Context: an optimization exercise on an open-source flow, tuned for small area, a short achievable clock period and few clock cycles per item. The choices shown serve that exercise and are no tape-out recipe. No functional check of the RTL was part of any run shown here. Power figures rest on the tool's default switching activity, not on a simulated workload.

## design.v

```verilog
module lfp16_mcu (
    input  wire        clk,
    input  wire        rst,         
    input  wire        cmd_valid,
    output wire        cmd_ready,
    input  wire [63:0] cmd,
    output reg         rsp_valid,
    input  wire        rsp_ready,
    output wire [63:0] rsp
);
    reg [3:0] cfg_f;
    reg       cfg_rmode;    
    wire [7:0]  op = cmd[63:56];
    wire [14:0] ma = cmd[14:0];
    wire [14:0] mb = cmd[46:32];
    wire        sa = cmd[15];
    wire        sb = cmd[47];
    wire [31:0] x  = cmd[31:0];
    wire z_rsv = ~|cmd[55:48];
    wire z_b   = ~|cmd[47:32];
    wire z_ahi = ~|cmd[31:16];
    wire mz_a  = ~|ma;
    wire mz_b  = ~|mb;
    wire a_zero = mz_a & ~sa;
    wire a_nar  = mz_a & sa;
    wire b_zero = z_b;
    wire b_nar  = mz_b & sb;
    wire ok_n   = z_rsv & z_b & z_ahi & a_zero;
    wire ok_u16 = z_rsv & z_b & z_ahi;
    wire ok_u32 = z_rsv & z_b;
    wire ok_b16 = z_rsv & z_ahi;
    wire hi0 = (op[7:4] == 4'h0);
    wire hi1 = (op[7:4] == 4'h1);
    wire hi2 = (op[7:4] == 4'h2);
    wire [3:0] lo = op[3:0];
    wire is_getcfg = hi0 & (lo == 4'h1);
    wire is_setf   = hi0 & (lo == 4'h2);
    wire is_setr   = hi0 & (lo == 4'h3);
    wire is_sqrt   = hi1 & (lo == 4'h3);
    wire legal_b16 = hi1 & (lo[3:1] == 3'd0) | hi2 & (lo <= 4'h4);
    wire legal_u16 = hi1 & (lo >= 4'h2) & (lo <= 4'h5);
    wire c_sqrt = ~op[5] & op[1] & op[0];
    wire c_inv  = ~op[5] & op[2];
    wire q_inv  = op[5] | op[0] | op[2];              
    wire q_a    = ~op[5] & (op[1] | op[2]);           
    wire r_bit  = cfg_rmode & ma[0] & ma[1];
    wire [14:0] q_src = q_a ? ma : mb;
    wire [14:0] p_val = c_inv  ? 15'h4000 :
                        c_sqrt ? {1'b0, ma[14:1]} : ma;
    wire [14:0] q_val = c_sqrt ? 15'h6000 : (q_src ^ {15{q_inv}});
    wire        c_in  = c_sqrt ? r_bit : q_inv;
    wire [16:0] t_ext = {1'b0, p_val, 1'b1} + {1'b0, q_val, c_in};
    wire [15:0] t     = t_ext[16:1];
    wire over  = t[15] & t[14];
    wire under = ~t[15] & ~t[14];
    wire z13_1 = ~|t[13:1];
    wire [14:0] m_cl;
    assign m_cl[14]   = t[15];
    assign m_cl[13:1] = (t[13:1] | {13{over}}) & {13{~under}};
    assign m_cl[0]    = t[0] | over | under | (~t[15] & z13_1);
    wire uses_b = ~op[1] & ~op[2];                    
    wire ar_nar  = a_nar | (uses_b & (b_nar | (op[0] & b_zero))) | (op[2] & a_zero);
    wire ar_zero = a_zero | (uses_b & ~op[0] & b_zero);
    wire ar_sign = uses_b ? (sa ^ sb) : (op[2] & sa);
    wire [15:0] r_arith = ar_nar  ? 16'h8000 :
                          ar_zero ? 16'h0000 : {ar_sign, m_cl};
    wire [15:0] r_neg   = {sa ^ ~mz_a, ma};
    wire ge_m = t[15];                                
    wire eq_m = (ma == mb);
    wire lt = (sa & ~sb) | (~sa & ~sb & ~ge_m) | (sa & sb & ge_m & ~eq_m);
    wire eq = ~(sa ^ sb) & eq_m;
    reg  c_bit;
    always @(*) begin
        case (lo[2:0])
            3'd0:    c_bit = eq;
            3'd1:    c_bit = lt | eq;
            3'd2:    c_bit = lt;
            3'd3:    c_bit = ~lt & ~eq;
            default: c_bit = ~lt;
        endcase
    end
    wire r_cmp = c_bit & ~a_nar & ~b_nar;
    wire [15:0] r_raw = op[5] ? {15'd0, r_cmp} :
                        op[4] ? ((op[2] & op[0]) ? r_neg : r_arith) :
                        op[1] ? 16'd0 : {7'd0, cfg_rmode, ~cfg_f, cfg_f};
    wire illegal = ~((legal_b16 & ok_b16) | (legal_u16 & ok_u16) |
                     (is_getcfg & ok_n) | ((is_setf | is_setr) & ok_u32));
    wire f_fmt  = is_setf & ok_u32 & ((x[3:0] < 4'd7) | (x[3:0] > 4'd11) | (|x[15:4]));
    wire f_rnd  = is_setr & ok_u32 & (|x[15:1]);
    wire f_neg  = is_sqrt & ok_u16 & sa & ~mz_a;
    wire [2:0] fault = illegal ? 3'd4 : f_neg ? 3'd3 : f_rnd ? 3'd2 : f_fmt ? 3'd1 : 3'd0;
    wire       nofault = ~illegal & ~f_neg & ~f_rnd & ~f_fmt;
    wire [15:0] res  = r_raw & {16{nofault}};
    wire notice = is_setf & ok_u32 & ~f_fmt;
    wire set_f  = notice;
    wire set_r  = is_setr & ok_u32 & ~f_rnd;
    assign cmd_ready = ~rsp_valid | rsp_ready;
    reg [15:0] r_res;
    reg [2:0]  r_fault;
    reg        r_notice;
    assign rsp = {28'd0, r_notice, r_fault, 16'd0, r_res};
    always @(posedge clk) begin
        if (rst) begin
            cfg_f     <= 4'd8;
            cfg_rmode <= 1'b0;
            rsp_valid <= 1'b0;
        end else begin
            rsp_valid <= cmd_valid | (rsp_valid & ~rsp_ready);
            if (cmd_valid & cmd_ready & set_f) cfg_f     <= x[3:0];
            if (cmd_valid & cmd_ready & set_r) cfg_rmode <= x[0];
        end
        if (cmd_ready) begin
            r_res    <= res;
            r_fault  <= fault;
            r_notice <= notice;
        end
    end
endmodule
```

## flow/run.sh

```bash
#!/bin/bash
# Own flow: the standard layout, but synthesis maps with a different ABC
# script (flow/abc.script, via flow/mysynth.tcl). Each tool's output goes to
# a log file here.
set -euo pipefail
W=$(pwd)
export MY_ABC_SCRIPT="$W/flow/abc.script"
export MY_ABC_D=
make -C "$FLOW_HOME" DESIGN_CONFIG="$W/config.mk" WORK_HOME="$W/orfs" CLKGATE_MAP_FILE= \
  SYNTH_SCRIPT="$W/flow/mysynth.tcl" synth > "$W/synth.log" 2>&1
bash standard.sh finish > "$W/layout.log" 2>&1
```

## flow/abc.script

```
strash
dch -f
map -D 1200
topo
buffer -p
upsize -D 1200
dnsize -D 1200
stime -p
```

## flow/mysynth.tcl

```tcl
# The standard synthesis (synth_recipe.tcl), with only the ABC mapping call
# replaced: Yosys's own ABC script with a delay target (MY_ABC_D, ps) and,
# when MY_ABC_SCRIPT is set, that script instead.
proc synth {args} { yosys synth -nofsm -noshare {*}$args }
proc abc {args} {
  set out {}
  set skip 0
  foreach a $args {
    if {$skip} { set skip 0; continue }
    if {$a eq "-script" || $a eq "-D"} { set skip 1; continue }
    lappend out $a
  }
  if {[info exists ::env(MY_ABC_SCRIPT)] && $::env(MY_ABC_SCRIPT) ne ""} {
    lappend out -script $::env(MY_ABC_SCRIPT)
  }
  if {[info exists ::env(MY_ABC_D)] && $::env(MY_ABC_D) ne ""} {
    lappend out -D $::env(MY_ABC_D)
  }
  puts "abc call: $out"
  yosys abc {*}$out
}
source $::env(SCRIPTS_DIR)/synth.tcl
# left out here: clear keep_hierarchy, flatten, clean up, hide names made inside functions, write 1_2_yosys.v
```

## standard.sh

```bash
#!/bin/bash
# synth_recipe.tcl (not shown) runs the flow's synth.tcl, then flattens the netlist and writes it again
# the make line also repeats each setting of config.mk as NAME=value (left out here)
make -C /OpenROAD-flow-scripts/flow DESIGN_CONFIG=/design/flow/config.mk WORK_HOME=/design/flow/orfs CLKGATE_MAP_FILE= SYNTH_SCRIPT=/design/flow/synth_recipe.tcl "${@:-finish}"
```

## config.mk

```make
export PLATFORM = sky130hd
export DESIGN_NAME = lfp16_mcu
export DESIGN_NICKNAME = lfp16_mcu
export VERILOG_FILES = /design/flow/design.v
export SDC_FILE = /design/flow/constraint.sdc
export NUM_CORES = 4
export LEC_CHECK = 0
export CAP_MARGIN = 20
export CORE_MARGIN = 2
export CORE_UTILIZATION = 40
export SETUP_SLACK_MARGIN = 2.5
export SLEW_MARGIN = 20
```

## constraint.sdc

```tcl
create_clock -name core_clock -period 6.0 [get_ports {clk}]
set_input_delay 1.2000 -clock core_clock [delete_from_list [all_inputs] [get_ports {clk}]]
set_output_delay 1.2000 -clock core_clock [all_outputs]
set_load 0.01 [all_outputs]
```

==> run notes, run 1 <==
result of the run complete, no violations; power share of the combinational group 0.712; fraction of synthesis flops using an asynchronous set or reset pin 0; measured slew at the worst slew-check pin 0.812 ns; cell depth of the worst flop-to-flop path 15; Tightest Hold Check Type flip-flop to flip-flop; antenna cell count 0; hold path cells 2; area of combinational cells with multiple inputs roughly 3900 µm²; data arrival time of the critical path around 4 ns; standard cell core area approximately 9800 µm²; number of levels in the clock H-tree 1; Num CTS Buffers 3; average footprint of a synthesized cell between 6 and 7 µm²; leading register cell type out of synthesis edfxtp_1; cell type contributing the most total cell area after synthesis edfxtp_1; iteration-0 DRC count of the detailed router about 600; number of enable-type register cells in the synthesized netlist 20; element type at the critical path end flip-flop; setup slack after placement slightly above 0.6 ns; classification of the worst setup path input port to flip-flop; TritonCTS clock tree yes; adder-cell area share of the yosys netlist 0.0671; unrepaired setup endpoints after global routing yes; Via Count around 5700; main combinational cell family by area after synthesis simple AND/OR/NAND/NOR gates; Initial Utilization 0.412; Fmax 252 MHz; post-synthesis sequential area ratio 0.179; XOR/XNOR share of the synthesized area 0.0283; first-pass GRT wire length around 27000 µm; dominant cell by count in the synthesized netlist nand2_1; Pins Over Slew Limit 0; startpoint of the worst register-to-register path cfg_rmode; distinct cell type count of the synthesized netlist 51; final sum of negative setup slack 0 ns; yosys synthesis warning count 1; GR Util All Layers 0.304; HPWL after DPL 11800 µm; Cell Rows 36; proportion of power drawn by flip-flops and latches 0.167; net switching fraction of the power 0.454; synthesis-to-finish area growth 70.8%; Routed WL per cell around 20 µm; Cell Pwr Density 174 nW/µm²; final number of setup-violating endpoints 0; count of state elements after synthesis 26; R2R Setup Slk slightly above 3 ns; area share of the leading cell type in the synthesized netlist 0.149; number of sinks driven by the clock tree 26; Max Cap Viol 0; maximum number of pins on one net before global-route repair 19; Internal Dissipation between 0.6 and 0.7 mW; Horiz. Die Dim 104 µm; number of detailed-routing iterations run before antenna repair 6; Period Utilization, post-route 0.661; final critical path time including I/O delays and setup between 3 and 4 ns; storage element area approximately 720 µm²; Antenna Nets Post-Route 0; final-report hold violation count 0; required time reported for the critical path endpoint between 6 and 7 ns; Max stage delay cell, worst path clkdlybuf4s50_1; Chip Height approximately 100 µm; number of standard cells in the layout, taps in and fillers out approximately 940; crit path cell chain clkdlybuf4s50_1 -> nand2_1 -> o21ai_2 -> o21ai_1 -> a21oi_2 -> ha_4 -> buf_12 -> a21oi_4 -> o21ai_2 -> o21ai_4 -> nand2_4 -> nand3_2 -> nand4_1 -> nand3_1 -> a41oi_2 -> o21ai_2 -> nor2_1; initial antenna violation count 0; Final Net Count roughly 900; post-synthesis mux area share 0; Synth top cells by count nand2_1 (117), a21oi_1 (84), inv_1 (66), o21ai_0 (66), buf_4 (45); Mapped Cells roughly 640; PortBufs slightly below 90; Worst slew margin 0.454; share of the synthesized area in compound gates (AO/OA/AOI/OAI) 0.273; clock tree skew after final layout slightly below 0.002 ns; Netlist Area Pre-Place around 4000 µm²; Die ar. 10900 µm²; worst-case setup margin in the final layout 2.03 ns; leading post-synthesis cells by cell area edfxtp_1 (15%), nand2_1 (11%), a21oi_1 (10%); switching power between 0.5 and 0.6 mW; cell mode on critical path o21ai_2; overflow left after global routing 0; end of the worst register-to-register path r_res[12]; leak pwr about 2.8 nW; clock transition at the registers of the reported paths ~0.090 ns; share of final-layout standard cells stronger than drive strength 1 0.362; IO Pins between 100 and 150; kind of launch point of the worst setup path input port; placer congestion estimate slightly above 1; hold path endpoint cfg_f[1]; cell at the root of the clock tree clkbuf_8; DRC violation count after routing 0; share of synthesized cell area in and, or, nand and nor gates 0.286; clock insertion delay at the later pin of the skew report 0.27 ns; instance count after placement with tap cells included between 800 and 900; hold buffers post-CTS 0; maximum vdd ir drop 0.140 mV; Routed Wire Length approximately 19000 µm; maximum number of buffers from clock root to sink 2; DR vias/cell about 6; Clk network pwr share 0.120; Critical Path Fanout Max 5; startpoint of the lowest-slack hold path cfg_f[1]; slowest cell delay on critical path approximately 0.57 ns; fill count just under 800; via count of the first global-routing pass about 5200
==> sequential cells by signal, indices dropped and copies added (netlist names) <==
name       flops
rsp_valid      1
cfg_f          4
r_notice       1
cfg_rmode      1
r_res         16
r_fault        3
==> power groups by stage <==
| stage | registers, mW | logic, mW | clock network (mW) |
|---|---|---|---|
| 2_1_floorplan | 0.207 | 0.367 | 0 |
| 3_3_place_gp | 0.204 | 0.504 | 0 |
| 3_5_place_dp | 0.204 | 0.504 | 0 |
| 4_1_cts | 0.201 | 0.680 | 0.145 |
| 5_1_grt | 0.201 | 0.899 | 0.151 |
| 6_report | 0.201 | 0.853 | 0.144 |
==> layout make-up <==
type,instances,area share
tap,133,0.0242
multi-input combinational,531,0.568
inverter,69,0.0416
sequential,26,0.105
timing repair buffer,176,0.247
timing repair inverter,3,0.00327
clock inverter,1,0.00436
clock buffer,3,0.00600
==> stage by stage <==
step / cell area (µm²) / utilization / power, mW / hold slack [ns]
4_1_cts: 6190 / 0.633 / 1.03 / 0.496
6_report: 6880 / 0.704 / 1.20 / 0.501
5_1_grt: 6880 / 0.704 / 1.25 / 0.521
2_1_floorplan: 4360 / - / 0.574 / 0.447
3_3_place_gp: 4990 / 0.511 / 0.708 / 0.473
3_5_place_dp: 4990 / 0.511 / 0.708 / 0.484
==> cells by family after synthesis <==
family	count (synthesis)
and+or+nand+nor	250
AOI/OAI and AO/OA	196
buffers and inverters	130
DFF	26
adders and majority gates	21
xor gates and xnor gates	13
other	1
==> how the worst max path moves through the flow <==
stage / from / endpoint / slack (ns)
2_1_floorplan: cmd[57] / r_res[1] / 2.26
3_3_place_gp: cmd[57] / r_res[0] / 0.68
3_5_place_dp: cmd[57] / r_res[0] / 0.61
4_1_cts: cmd[61] / r_res[0] / 2.21
5_1_grt: cmd[57] / r_res[12] / 1.94
6_report: cmd[36] / r_res[0] / 2.03
==> worst max-delay path, delay by kind of cell <==
kind                       cells  cell delay, ns
buffers and inverters          2            0.71
and+or+nand+nor                6            0.59
AOI/OAI and AO/OA              8            1.26
adders and majority gates      1            0.24
==> per-layer routing <==
metal,GRT usage,part of all wire,up-vias
met4,0.137,0.062,0
met1,0.387,0.37,2591
met3,0.0420,0.096,118
met2,0.508,0.47,453
met5,0,0,-
li1,-,-,2506
==> placed cells by master (no fill, tap or decap), types with 21 or more instances in the layout <==
cell	netlist	routed
o21ai_2	1	27
conb_1	1	44
inv_1	66	49
o21ai_0	66	21
nor2_1	42	34
nand2_1	117	96
clkdlybuf4s50_1	0	63
buf_4	45	68
o21ai_1	6	21
a21oi_1	84	45
a21oi_2	0	26
==> repair_timing <==
item / CTS / global route
setup buffers: 57 / 27
resized for setup: 192 / 124
pin swaps: 59 / 64
endpoints found under the setup margin: 17 / 19
gates cloned: 11 / 0
==> run 2, diff against run 1 <==
--- a/config.mk
+++ b/config.mk
@@ -8,5 +8,5 @@
 export CAP_MARGIN = 20
 export CORE_MARGIN = 2
 export CORE_UTILIZATION = 40
-export SETUP_SLACK_MARGIN = 2.5
+export SETUP_SLACK_MARGIN = 2.0
 export SLEW_MARGIN = 20
==> run 2 against run 1 <==
Effect of this change:
- die area stayed put
- critical endpoint unchanged
- still clean on timing, DRC and antenna
- flip-flop and latch count stayed put
- non-clock buffer count is 46 lower
- hold slack better by 0.0025 ns
- synthesized area stayed put
- sequential share of layout area is 1.9 points higher
- register-to-register slack worse by 0.20 ns
- cell area is 15% lower
- worst setup slack worse by 0.073 ns
- clock power is 24% lower
==> run notes, run 2 <==
result of the run complete, no violations (unchanged); Period Utilization, post-route 0.673 (was 0.661); first element of the critical path cmd[58] (was cmd[36]); clock insertion delay at the later pin of the skew report 0.26 ns (was 0.27 ns); via count of the first global-routing pass 4466 (was 5165); number of detailed-routing iterations run before antenna repair 7 (was 6); register bank with the most flops r_res (unchanged); Final Core Density 0.597 (was 0.704); Via Count 5082 (was 5668); maximum number of buffers from clock root to sink 2 (unchanged); hold buffers post-CTS 0 (unchanged); clock tree skew after final layout 0.00344 ns (was 0.00198 ns); slowest cell delay on critical path 0.40 ns (was 0.57 ns); TritonCTS clock tree yes (unchanged); HPWL after DPL 11600 µm (was 11800 µm); clock transition at the registers of the reported paths 0.08 ns (was 0.09 ns); data arrival time of the critical path 4.06 ns (was 4.00 ns); Mapped Cells 637 (unchanged); Initial Utilization 0.412 (unchanged); cell at the root of the clock tree clkbuf_8 (unchanged); element type at the critical path end flip-flop (unchanged); number of levels in the clock H-tree 1 (unchanged); Fmax 248 MHz (was 252 MHz); Worst slew margin 0.445 (was 0.454); Synth top cells by count nand2_1 (117), a21oi_1 (84), inv_1 (66), o21ai_0 (66), buf_4 (45) (unchanged); measured slew at the worst slew-check pin 0.824 ns (was 0.812 ns); crit path cell chain buf_4 -> inv_6 -> nand2_8 -> nand2_8 -> nand2_1 -> o21ai_2 -> nor2_1 -> nor2_2 -> inv_1 -> fa_2 -> nand3b_1 -> a21oi_2 -> nor2_2 -> o21ai_1 -> nand2_1 -> nand4_1 -> nor2_1 -> nand4_1 -> nand4_1 -> a21oi_2 -> nor2_1 (was clkdlybuf4s50_1 -> nand2_1 -> o21ai_2 -> o21ai_1 -> a21oi_2 -> ha_4 -> buf_12 -> a21oi_4 -> o21ai_2 -> o21ai_4 -> nand2_4 -> nand3_2 -> nand4_1 -> nand3_1 -> a41oi_2 -> o21ai_2 -> nor2_1); number of sinks driven by the clock tree 26 (unchanged); Cell Rows 36 (unchanged); count of state elements after synthesis 26 (unchanged); net switching fraction of the power 0.458 (was 0.454); required time reported for the critical path endpoint 6.03 ns (about the same); overflow left after global routing 0 (unchanged); standard cell core area 9770 µm² (unchanged); Clk network pwr share 0.114 (was 0.120); startpoint of the worst register-to-register path cfg_rmode (unchanged); fraction of synthesis flops using an asynchronous set or reset pin 0 (unchanged); classification of the worst setup path input port to flip-flop (unchanged); Pins Over Slew Limit 0 (unchanged); startpoint of the lowest-slack hold path cfg_f[1] (unchanged); most frequent standard cell in the layout excluding fill and tap cells nand2_1 (unchanged); final-report hold violation count 0 (unchanged); Num CTS Buffers 3 (unchanged); number of enable-type register cells in the synthesized netlist 20 (unchanged); Chip Height 104 µm (unchanged); leading register cell type out of synthesis edfxtp_1 (unchanged); Cell Pwr Density 164 nW/µm² (was 174 nW/µm²); fill count 912 (was 776); total design power 0.956 mW (was 1.20 mW); Final Net Count 846 (was 899); cell type contributing the most total cell area after synthesis edfxtp_1 (unchanged); antenna cell count 0 (unchanged); final worst hold slack 0.503 ns (was 0.501 ns); iteration-0 DRC count of the detailed router 589 (unchanged); final critical path time including I/O delays and setup 4.04 ns (was 3.97 ns); average footprint of a synthesized cell 6.32 µm² (unchanged); Routed WL per cell 17.7 µm (was 20.1 µm); post-synthesis sequential area ratio 0.179 (unchanged); distinct cell type count of the synthesized netlist 51 (unchanged); leading post-synthesis cells by cell area edfxtp_1 (15%), nand2_1 (11%), a21oi_1 (10%) (unchanged); Internal Dissipation 0.518 mW (was 0.654 mW); final sum of negative setup slack 0 ns (unchanged); synthesis-to-finish area growth 44.8% (was 70.8%); first-pass GRT wire length 22900 µm (was 26700 µm); Max stage delay cell, worst path fa_2 (was clkdlybuf4s50_1); Antenna Nets Post-Route 0 (unchanged); Netlist Area Pre-Place 4030 µm² (unchanged); Horiz. Die Dim 104 µm (unchanged); setup slack after placement 0.490 ns (was 0.607 ns); unrepaired setup endpoints after global routing yes (unchanged); yosys synthesis warning count 1 (unchanged); Die ar. 10900 µm² (unchanged); maximum number of pins on one net before global-route repair 27 (was 19); final number of setup-violating endpoints 0 (unchanged); leak pwr 2.42 nW (was 2.75 nW); maximum vdd ir drop 0.0903 mV (was 0.140 mV); power share of the combinational group 0.677 (was 0.712); DR vias/cell 5.72 (was 6.02); PortBufs 89 (unchanged); Routed Wire Length 15700 µm (was 18900 µm); area share of the leading cell type in the synthesized netlist 0.149 (unchanged); GR Util All Layers 0.257 (was 0.304); placer congestion estimate 1.01 (about the same); IO Pins 134 (unchanged); share of final-layout standard cells stronger than drive strength 1 0.218 (was 0.362); dominant cell by count in the synthesized netlist nand2_1 (unchanged); DRC violation count after routing 0 (unchanged); proportion of power drawn by flip-flops and latches 0.209 (was 0.167); Critical Path Fanout Max 11 (was 5); Max Cap Viol 0 (unchanged); initial antenna violation count 0 (unchanged); highest-count cells in the layout ignoring fill and taps nand2_1 (107), clkdlybuf4s50_1 (70), a21oi_1 (61) (was nand2_1 (96), buf_4 (68), clkdlybuf4s50_1 (63)); registers with the most flip-flops r_res (16), cfg_f (4), r_fault (3) (unchanged); worst-case setup margin in the final layout 1.96 ns (was 2.03 ns); Tightest Hold Check Type flip-flop to flip-flop (unchanged); number of flip-flops in the largest register 16 (unchanged); kind of launch point of the worst setup path input port (unchanged); switching power 0.438 mW (was 0.544 mW)
run 2: cell counts after synthesis:
Identical to the previous run, type by type.
run 2: cell families after synthesis:
group / Yosys count / synth area share
AOI/OAI and AO/OA: 196 / 0.273
other: 1 / 0.000931
adders and majority gates: 21 / 0.0671
xor gates and xnor gates: 13 / 0.0283
DFF: 26 / 0.179
and+or+nand+nor: 250 / 0.286
buffers and inverters: 130 / 0.165
run 2: metrics by stage:
stage               cell area [µm²]  std cells
CTS                            5260        865
floorplan                      4200        680
finish                         5840        889
detailed placement             4870        845
global placement               4870        845
global route                   5840        889
run 2: layout make-up:
type	instances	area, µm²	share of cell area
multi-input cells	527	3360	0.576
flip-flops and latches	26	721	0.123
well taps	133	166	0.0285
inverters	69	277	0.0474
repair buffers	130	1250	0.215
clock buffers	4	55.1	0.00943
run 2: critical path: cells and delay by family:
| kind | cells | cell delay [ns] |
|---|---|---|
| AOI/OAI and AO/OA | 4 | 0.68 |
| and+or+nand+nor | 13 | 1.44 |
| buffers and inverters | 3 | 0.32 |
| adders and majority gates | 1 | 0.40 |
run 2: path summary, 6_finish.rpt:
path,endpoint,slack [ns],depth (start not counted)
max,r_res[0],1.96,21
min,cfg_f[1],0.50,2
max reg2reg,r_res[0],2.86,15
min reg2reg,cfg_f[1],0.50,2
run 2: what timing repair did:
action                                  in CTS  in global routing
gates resized for setup                     93                117
setup buffers                               15                 20
gates cloned                                 1                  4
endpoints found under the setup margin      16                 16
pin swaps                                   16                 32
run 2: power by group through the flow:
| stage | clock network, mW | logic, mW | registers (mW) |
|---|---|---|---|
| after floorplan | 0 | 0.330 | 0.207 |
| after global placement | 0 | 0.470 | 0.204 |
| after detailed placement | 0 | 0.468 | 0.204 |
| after CTS | 0.112 | 0.528 | 0.200 |
| after global routing | 0.119 | 0.698 | 0.201 |
| final | 0.109 | 0.648 | 0.200 |
run 2: per-layer routing:
metal | routed length, µm | global-route usage
met5 | 0 | 0
met4 | 539 | 0.0811
met3 | 1350 | 0.0357
met2 | 7300 | 0.432
met1 | 6510 | 0.340
==> run 3, diff against run 2 <==
==> flow/abc.script (replaced) <==
strash
dch -f
map -D 1800
topo
buffer -p
upsize -D 1800
dnsize -D 1800
stime -p
--- a/config.mk
+++ b/config.mk
@@ -8,5 +8,4 @@
 export CAP_MARGIN = 20
 export CORE_MARGIN = 2
 export CORE_UTILIZATION = 40
-export SETUP_SLACK_MARGIN = 2.0
 export SLEW_MARGIN = 20
==> run 3 against run 2 <==
Effect of this change:
- still clean on timing, DRC and antenna
- synthesized area fell by 5.4%
- clock power rose by 32%
- combinational power is 29% lower
- non-clock buffer count decreased by 33
- clock skew is 0.0020 ns higher
- power fell by 16%
- largest power group unchanged
==> run notes, run 3 <==
Period Utilization, post-route 0.908 (was 0.673); initial antenna violation count 0 (unchanged); hold buffers post-CTS 0 (unchanged); most frequent standard cell in the layout excluding fill and tap cells clkdlybuf4s50_1 (was nand2_1); average footprint of a synthesized cell 6.83 µm² (was 6.32 µm²); HPWL after DPL 10300 µm (was 11600 µm); Cell Rows 35 (was 36); Routed WL per cell 16.2 µm (was 17.7 µm); Cell Pwr Density 169 nW/µm² (was 164 nW/µm²); number of standard cells in the layout, taps in and fillers out 768 (was 889); Die ar. 10300 µm² (was 10900 µm²); kind of launch point of the worst setup path input port (unchanged); required time reported for the critical path endpoint 6.02 ns (was 6.03 ns); unrepaired setup endpoints after global routing no (was yes); final number of setup-violating endpoints 0 (unchanged); number of enable-type register cells in the synthesized netlist 20 (unchanged); cell at the root of the clock tree clkbuf_8 (unchanged); share of final-layout standard cells stronger than drive strength 1 0.0704 (was 0.218); maximum vdd ir drop 0.0836 mV (was 0.0903 mV); DR vias/cell 5.44 (was 5.72); maximum number of pins on one net before global-route repair 29 (was 27); leading register cell type out of synthesis edfxtp_1 (unchanged); antenna cell count 0 (unchanged); TritonCTS clock tree yes (unchanged); end of the worst register-to-register path r_res[0] (unchanged); leading post-synthesis cells by cell area edfxtp_1 (16%), buf_4 (9.1%), a21oi_1 (8.3%) (was edfxtp_1 (15%), nand2_1 (11%), a21oi_1 (10%)); classification of the worst setup path input port to flip-flop (unchanged); cell type contributing the most total cell area after synthesis edfxtp_1 (unchanged); highest-count cells in the layout ignoring fill and taps clkdlybuf4s50_1 (89), nand2_1 (71), a21oi_1 (63) (was nand2_1 (107), clkdlybuf4s50_1 (70), a21oi_1 (61)); Netlist Area Pre-Place 3810 µm² (was 4030 µm²); Horiz. Die Dim 102 µm (was 104 µm); final critical path time including I/O delays and setup 5.45 ns (was 4.04 ns); clock insertion delay at the later pin of the skew report 0.27 ns (was 0.26 ns); result of the run complete, no violations (unchanged); distinct cell type count of the synthesized netlist 55 (was 51); Max Cap Viol 0 (unchanged); final sum of negative setup slack 0 ns (unchanged); Mapped Cells 558 (was 637); Antenna Nets Post-Route 0 (unchanged); registers with the most flip-flops r_res (16), cfg_f (4), r_fault (3) (unchanged); first element of the critical path cmd[57] (was cmd[58]); measured slew at the worst slew-check pin 1.05 ns (was 0.824 ns); DRC violation count after routing 0 (unchanged); via count of the first global-routing pass 3959 (was 4466); Fmax 184 MHz (was 248 MHz); Worst slew margin 0.297 (was 0.445); iteration-0 DRC count of the detailed router 309 (was 589); number of sinks driven by the clock tree 26 (unchanged); final worst hold slack 0.473 ns (was 0.503 ns); startpoint of the lowest-slack hold path cfg_f[0] (was cfg_f[1]); overflow left after global routing 0 (unchanged); number of instances resized during post-cts repair 0 (was 93); post-synthesis sequential area ratio 0.189 (was 0.179); IO Pins 134 (unchanged); Synth top cells by count nand2_1 (71), a21oi_1 (63), inv_1 (58), o21ai_0 (50), buf_4 (46) (was nand2_1 (117), a21oi_1 (84), inv_1 (66), o21ai_0 (66), buf_4 (45)); Num CTS Buffers 3 (unchanged); GR Util All Layers 0.242 (was 0.257); first-pass GRT wire length 19800 µm (was 22900 µm); maximum number of buffers from clock root to sink 2 (unchanged); number of levels in the clock H-tree 1 (unchanged); number of flip-flops in the largest register 16 (unchanged); Routed Wire Length 12500 µm (was 15700 µm); synthesis-to-finish area growth 24.5% (was 44.8%); element type at the critical path end flip-flop (unchanged); hold path cells 2 (unchanged); yosys synthesis warning count 1 (unchanged); placer congestion estimate 0.942 (was 1.01); Setup Fix Bufs, Post-CTS 0 (was 15); leak pwr 1.98 nW (was 2.42 nW); R2R Setup Slk 2.93 ns (was 2.86 ns); Initial Utilization 0.412 (about the same); Final Core Density 0.513 (was 0.597); standard cell core area 9240 µm² (was 9770 µm²); Pins Over Slew Limit 0 (unchanged); hold path endpoint cfg_f[0] (was cfg_f[1]); Critical Path Fanout Max 21 (was 11); PortBufs 89 (unchanged); Tightest Hold Check Type flip-flop to flip-flop (unchanged); area share of the leading cell type in the synthesized netlist 0.158 (was 0.149); startpoint of the worst register-to-register path cfg_rmode (unchanged); count of state elements after synthesis 26 (unchanged); Chip Height 102 µm (was 104 µm); final-report hold violation count 0 (unchanged); cell depth of the worst flop-to-flop path 18 (was 15); Via Count 4181 (was 5082); data arrival time of the critical path 5.47 ns (was 4.06 ns); instance count after placement with tap cells included 764 (was 845); clock tree skew after final layout 0.00548 ns (was 0.00344 ns); number of detailed-routing iterations run before antenna repair 7 (unchanged); Final Net Count 729 (was 846); dominant cell by count in the synthesized netlist nand2_1 (unchanged); register bank with the most flops r_res (unchanged); fraction of synthesis flops using an asynchronous set or reset pin 0 (unchanged); clock transition at the registers of the reported paths 0.09 ns (was 0.08 ns)
run 3: cell types whose count changed in the layout (fill, tap and decap cells not counted), sizes merged, moves of 10 or more:
cell           delta
buf              -34
xor2             +11
clkbuf           -11
a21oi            -22
nand4            -10
nand2            -41
o21ai            -14
nand3            -19
clkdlybuf4s50    +19
run 3: stage by stage:
step | total power [mW] | worst slack, ns | instance area [µm²]
2_1_floorplan | 0.527 | 1.64 | 3970
3_3_place_gp | 0.655 | 0.519 | 4670
3_5_place_dp | 0.656 | 0.361 | 4670
4_1_cts | 0.801 | 0.629 | 4740
5_1_grt | 0.862 | 0.125 | 4740
6_report | 0.804 | 0.552 | 4740
run 3: critical path: stages:
cell,delay [ns]
clkdlybuf4s50_1,0.51
nor2_1,0.21
inv_1,0.09
nand2_1,0.49
buf_4,0.24
o21ai_0,0.09
o21ai_0,0.16
a21oi_1,0.07
ha_1,0.42
inv_1,0.08
nor3_2,0.26
nor2_1,0.12
nor3_2,0.22
nor2_2,0.08
o21ai_2,0.15
or2_1,0.13
nand2_2,0.08
nor2_4,0.22
inv_1,0.13
nand2_1,0.07
a21oi_1,0.06
a2111oi_1,0.38
run 3: routing by layer:
metal	share of wire	up-vias	track usage	wire (µm)
met5	0	-	0	0
met3	0.066	20	0.0200	823
met2	0.48	189	0.420	5920
met1	0.44	1954	0.325	5520
li1	-	2018	-	-
met4	0.016	0	0.0603	202
run 3: logic make-up after synthesis:
family | Yosys count | share of synthesized area
buf+inv | 127 | 0.172
fa+ha+maj | 21 | 0.0709
mux | 3 | 0.00887
simple gates | 187 | 0.231
other cells | 1 | 0.000984
flops | 26 | 0.189
compound gates | 166 | 0.265
xor+xnor | 27 | 0.0621
run 3: power breakdown:
group | internal, mW | switching, mW | total (mW)
Clock | 0.0893 | 0.0546 | 0.144
Sequential | 0.198 | 0.00158 | 0.200
Combinational | 0.177 | 0.283 | 0.460
Total | 0.465 | 0.339 | 0.804
run 3: area by class of cell:
| class | count | area [µm²] |
|---|---|---|
| clock buffers | 3 | 41.3 |
| clock inverters | 1 | 30.0 |
| fillers | 964 | 4500 |
| inverters | 64 | 243 |
| multi-input cells | 448 | 2590 |
| flip-flops and latches | 26 | 721 |
| well taps | 129 | 161 |
| repair buffers | 97 | 951 |
run 3: how the worst max path moves through the flow:
stage / endpoint / slack (ns)
after floorplan: r_res[0] / 1.64
after global placement: r_res[9] / 0.52
after detailed placement: r_res[9] / 0.36
after CTS: r_res[9] / 0.63
after global routing: r_res[9] / 0.13
final: r_res[9] / 0.55

## static timing again, ports no longer ideal
The flow's constraints put no driver on any port. The routed layouts listed below were extracted and timed again, unchanged, in two steps.
Step 1, drivers: a clkbuf_16 drives clk and a buf_2 each remaining input, both assumed.
Step 2 adds t to the input delays and takes it off the output delays; t is the mean of the earliest and latest rising clock arrival at the registers after step 1. Input paths then give back, and output paths get back, about the clock's delay inside the block.
a / b / c = no drivers / after step 1 / after step 2; a / b = the first two.
run	shift t [ns]	setup slack, ns	worst register clock-pin slew, ns
run 1	0.294	2.034 / 2.027 / 1.732	0.09 / 0.09
run 2	0.287	1.962 / 1.964 / 1.677	0.08 / 0.08
run 3	0.296	0.552 / 0.555 / 0.259	0.09 / 0.09
After both steps setup and hold are still met in every run listed. The setup slack of run 1, which loses most, moves by -0.007 ns with the drivers and by -0.302 ns with both steps.
